What follows belongs to an exercise in optimizing a design on an open flow for small area; a production flow would make more cautious choices.
At most, simulation tests tie the RTL to the original design; equivalence was not proved.
Power figures rest on the tool's default switching activity, not on a simulated workload.

==> inputs of run C <==
==> flow/design.v (excerpt) <==
module rcadc (
    input  wire        clk,
    input  wire        rst,         
    input  wire        sense,       
    input  wire        start,
    input  wire [7:0]  dac_in,
    input  wire        bus_en,
    input  wire        bus_we,
    input  wire [3:0]  bus_addr,
    input  wire [7:0]  bus_wdata,
    input  wire        rx_rdy,
    input  wire [7:0]  rx_data,
    input  wire        tx_ack,
    output wire        charge,
    output wire        done,
    output wire        avail,
    output wire [7:0]  val,
    output reg  [15:0] rdata,
    output wire [7:0]  tx_data,
    output wire        tx_we,
    output wire [2:0]  ser_rd
);
==> module rcadc, before the edit <==
module rcadc (
    input  wire        clk,
    input  wire        rst,         
    input  wire        sense,       
    input  wire        start,
    input  wire [7:0]  dac_in,
    input  wire        bus_en,
    input  wire        bus_we,
    input  wire [3:0]  bus_addr,
    input  wire [7:0]  bus_wdata,
    input  wire        rx_rdy,
    input  wire [7:0]  rx_data,
    input  wire        tx_ack,
    output wire        charge,
    output wire        done,
    output wire        avail,
    output wire [7:0]  val,
    output reg  [15:0] rdata,
    output wire [7:0]  tx_data,
    output wire        tx_we,
    output wire [2:0]  ser_rd
);
  reg [12:0] cnt;         
  reg        sync0, sync1;
  reg        zr;          
  reg        avail_r;
  reg [9:0]  raw_cnt;
  reg [7:0]  run_val;     
  reg        sample_rdy;
  reg        copy_ok;     
  reg [7:0]  dac_val_copy;
  reg [7:0]  adc_val_copy;
  reg [9:0]  adc_cnt_copy;
  wire cmp = sync1;
  wire phase     = cnt[12] && cnt[11] && cnt[10];
  wire done_tick = cnt[12] && cnt[11] && !cnt[10] && cnt[8] && cnt[2];
  wire timeout   =  phase && cnt[9] && cnt[7] && cnt[6] && cnt[5] && cnt[2];
  wire hit       =  phase && !cmp && zr && !avail_r;
  wire capture   = hit || (timeout && !avail_r);
  wire [1:0] step;
  rcadc_lut u_lut (.h(cnt[9:1]), .step(step));
  assign charge = phase;
  assign done   = done_tick;
  assign avail  = avail_r;
  assign val    = run_val;
  always @(posedge clk) begin
    sync0 <= sense;
    sync1 <= sync0;
    zr    <= phase && !cmp;
    if (capture)
      raw_cnt <= cnt[9:0];
    if (done_tick && start)
      run_val <= 8'd0;
    else if (!avail_r && !hit && cnt[0])
      run_val <= run_val + {6'd0, step};
    if (rst) begin
      cnt     <= 13'd0;
      avail_r <= 1'b0;
    end else begin
      if (done_tick && start)
        cnt <= 13'd7168;
      else if (done_tick || timeout)
        cnt <= 13'd0;
      else
        cnt <= cnt + 13'd1;
      if (done_tick && start)
        avail_r <= 1'b0;
      if (capture)
        avail_r <= 1'b1;
    end
  end
  wire strobe = done_tick && avail_r;
  wire rd     = bus_en && !bus_we;
  wire rd_rdy = rd && (bus_addr == 4'd4);
  always @(posedge clk) begin
    if (strobe) begin
      dac_val_copy <= dac_in;
      adc_val_copy <= run_val;
      adc_cnt_copy <= raw_cnt;
    end
    if (rst) begin
      sample_rdy <= 1'b0;
      copy_ok    <= 1'b0;
    end else if (strobe) begin
      sample_rdy <= 1'b1;
      copy_ok    <= 1'b1;
    end else if (rd_rdy) begin
      sample_rdy <= 1'b0;
    end
  end
  wire [8:0]  ch = adc_cnt_copy[9:1];
  wire [16:0] conv_prod = {ch, 7'd0} + {ch, 5'd0} + {ch, 4'd0} + {8'd0, ch};
  wire [8:0]  adc_idx_copy = conv_prod[15:7];
  always @(*) begin
    case (bus_addr)
      4'd0: rdata = {15'd0, rx_rdy};
      4'd1: rdata = {8'd0, rx_data};
      4'd2: rdata = {15'd0, tx_ack};
      4'd4: rdata = {15'd0, sample_rdy};
      4'd5: rdata = {8'd0, dac_val_copy & {8{copy_ok}}};
      4'd6: rdata = {8'd0, adc_val_copy & {8{copy_ok}}};
      4'd7: rdata = {7'd0, adc_idx_copy & {9{copy_ok}}};
      default: rdata = {6'd0, adc_cnt_copy & {10{copy_ok}}};
    endcase
  end
  assign tx_we     = bus_en && bus_we && (bus_addr == 4'd3);
  assign tx_data   = bus_wdata;
  assign ser_rd[0] = rd && (bus_addr == 4'd0);
  assign ser_rd[1] = rd && (bus_addr == 4'd1);
  assign ser_rd[2] = rd && (bus_addr == 4'd2);
endmodule
Settings: LEC_CHECK=0, CAP_MARGIN=20, CORE_MARGIN=2, CORE_UTILIZATION=40, PLACE_DENSITY=0.6, SLEW_MARGIN=20; clock period 10.0 ns.
standard.sh (not shown) runs the stock make flow with config.mk's settings and CLKGATE_MAP_FILE= SYNTH_SCRIPT=/design/flow/synth_recipe.tcl, a recipe that flattens the netlist after the stock synthesis.
==> flow/flow/run.sh <==
#!/bin/bash
export BUFFER_PORTS_ARGS="-buffer_cell sky130_fd_sc_hd__buf_1"
export CTS_ARGS="-sink_clustering_enable -repair_clock_nets -dont_use_dummy_load -buf_list {sky130_fd_sc_hd__clkbuf_2 sky130_fd_sc_hd__clkbuf_4} -sink_clustering_size 20 -sink_clustering_max_diameter 100"
bash standard.sh > standard.log 2>&1
==> run D: changes against run C <==
--- a/flow/design.v
+++ b/flow/design.v
@@ -159,4 +159,62 @@
   assign step[1] = new_n143 | new_n147;
 endmodule
+module rcadc_conv (
+    input  wire [8:0] h,
+    output wire [8:0] idx
+);
+  wire t1, t2, t3, t4, t5, t6, t7, t8, t9, t10, t11, t12, t13, t14, t15, t16, t17, t18, t19, t20, t21, t22, t23, t24, t25, t26, t27, t28, t29, t30, t31, t32, t33, t34, t35, t36, t37, t38, t39, t40, t41, t42, t43, t44, t45, t46, t47, t48, t49, t50, t51, t52, t53, t54;
+  assign t1 = h[7] ^ h[3];
+  assign t2 = h[7] & h[3];
+  assign t3 = h[8] ^ h[4] ^ h[3];
+  assign t4 = (h[8] & h[4]) | (h[8] & h[3]) | (h[4] & h[3]);
+  assign t5 = h[5] ^ h[4];
+  assign t6 = h[5] & h[4];
+  assign t7 = h[6] ^ h[5];
+  assign t8 = h[6] & h[5];
+  assign t9 = h[7] ^ h[6];
+  assign t10 = h[7] & h[6];
+  assign t11 = h[8] ^ h[7];
+  assign t12 = h[8] & h[7];
+  assign t13 = h[5] ^ h[1];
+  assign t14 = h[5] & h[1];
+  assign t15 = h[6] ^ h[2] ^ h[1];
+  assign t16 = (h[6] & h[2]) | (h[6] & h[1]) | (h[2] & h[1]);
+  assign t17 = t1 ^ h[2] ^ h[0];
+  assign t18 = (t1 & h[2]) | (t1 & h[0]) | (h[2] & h[0]);
+  assign t19 = t3 ^ h[1] ^ t2;
+  assign t20 = (t3 & h[1]) | (t3 & t2) | (h[1] & t2);
+  assign t21 = t5 ^ h[2] ^ t4;
+  assign t22 = (t5 & h[2]) | (t5 & t4) | (h[2] & t4);
+  assign t23 = t7 ^ h[3] ^ t6;
+  assign t24 = (t7 & h[3]) | (t7 & t6) | (h[3] & t6);
+  assign t25 = t9 ^ h[4] ^ t8;
+  assign t26 = (t9 & h[4]) | (t9 & t8) | (h[4] & t8);
+  assign t27 = t11 ^ h[5] ^ t10;
+  assign t28 = (t11 & h[5]) | (t11 & t10) | (h[5] & t10);
+  assign t29 = h[8] ^ h[6] ^ t12;
+  assign t30 = (h[8] & h[6]) | (h[8] & t12) | (h[6] & t12);
+  assign t32 = h[4] & h[0];
+  assign t34 = (t13 & h[0]) | (t13 & t32) | (h[0] & t32);
+  assign t36 = (t15 & t14) | (t15 & t34) | (t14 & t34);
+  assign t37 = t17 ^ t16 ^ t36;
+  assign t38 = (t17 & t16) | (t17 & t36) | (t16 & t36);
+  assign t39 = t19 ^ t18 ^ t38;
+  assign t40 = (t19 & t18) | (t19 & t38) | (t18 & t38);
+  assign t41 = t21 ^ t20 ^ t40;
+  assign t42 = (t21 & t20) | (t21 & t40) | (t20 & t40);
+  assign t43 = t23 ^ t22 ^ t42;
+  assign t44 = (t23 & t22) | (t23 & t42) | (t22 & t42);
+  assign t45 = t25 ^ t24 ^ t44;
+  assign t46 = (t25 & t24) | (t25 & t44) | (t24 & t44);
+  assign t47 = t27 ^ t26 ^ t46;
+  assign t48 = (t27 & t26) | (t27 & t46) | (t26 & t46);
+  assign t49 = t29 ^ t28 ^ t48;
+  assign t50 = (t29 & t28) | (t29 & t48) | (t28 & t48);
+  assign t51 = h[7] ^ t30 ^ t50;
+  assign t52 = (h[7] & t30) | (h[7] & t50) | (t30 & t50);
+  assign t53 = h[8] ^ t52;
+  assign t54 = h[8] & t52;
+  assign idx = {t53, t51, t49, t47, t45, t43, t41, t39, t37};
+endmodule
 module rcadc (
     input  wire        clk,
@@ -250,6 +308,6 @@
   end
   wire [8:0]  ch = adc_cnt_copy[9:1];
-  wire [16:0] conv_prod = {ch, 7'd0} + {ch, 5'd0} + {ch, 4'd0} + {8'd0, ch};
-  wire [8:0]  adc_idx_copy = conv_prod[15:7];
+  wire [8:0]  adc_idx_copy;
+  rcadc_conv u_conv (.h(ch), .idx(adc_idx_copy));
   always @(*) begin
     case (bus_addr)
==> flow/flow/run.sh (replaced) <==
#!/bin/bash
export BUFFER_PORTS_ARGS="-buffer_cell sky130_fd_sc_hd__buf_1"
export CTS_ARGS="-sink_clustering_enable -repair_clock_nets -dont_use_dummy_load -buf_list {sky130_fd_sc_hd__clkbuf_8 sky130_fd_sc_hd__clkbuf_16} -root_buf sky130_fd_sc_hd__clkbuf_16 -sink_clustering_size 64 -sink_clustering_max_diameter 500"
bash standard.sh > standard.log 2>&1
==> qor summary <==
item	run D	run C
Status	timing/DRC/antenna clean	timing/DRC/antenna clean
Switching share of power	25.14%	28.87%
Die height	103.5 um	105.2 um
Post-DP HPWL	6558 um	6930 um
Power of the combinational group	0.0823 mW	0.0833 mW
Delay contributed by the slowest stage of the critical path	0.50 ns	0.54 ns
Clock latency of the later-clocked register in the worst-skew pair	0.32 ns	0.40 ns
Fill cell count	931	958
Worst-case setup margin in the final layout	2.573 ns	4.147 ns
DR WL met2	4064 um	4277 um
Xor/xnor cell area share of the yosys netlist	3.539%	4.913%
#MultiIn Comb	258	294
Power density normalized to cell area	148.1 nW/um^2	119.7 nW/um^2
Die outline area	10710 um^2	11080 um^2
No functional check of the RTL was part of run C.

re-timing with driven ports:
Ports are ideal in the flow. The routed layouts listed here were re-timed in OpenROAD. Step 1, drivers: a clkbuf_16 drives clk and a buf_2 each remaining input, both assumed. Step 2 moves the port delays by t, midway between the first and last clock arrival at a register: inputs arrive t later, outputs are due t later. That takes back most of the time a late clock gives input paths. a / b / c = no drivers / after step 1 / after step 2; a / b = the first two.
| run | shift t [ns] | setup slack, ns | hold slack, ns | worst register clock-pin slew, ns | worst data-port slew with drivers (ns) |
|---|---|---|---|---|---|
| run C | 0.402 | 4.147 / 4.122 / 4.315 | 0.336 / 0.336 / 0.336 | 0.12 / 0.12 | 0.06 |
| run D | 0.343 | 2.573 / 2.542 / 2.885 | 0.331 / 0.331 / 0.331 | 0.06 / 0.06 | 0.06 |
After both steps every run listed still meets setup and hold.
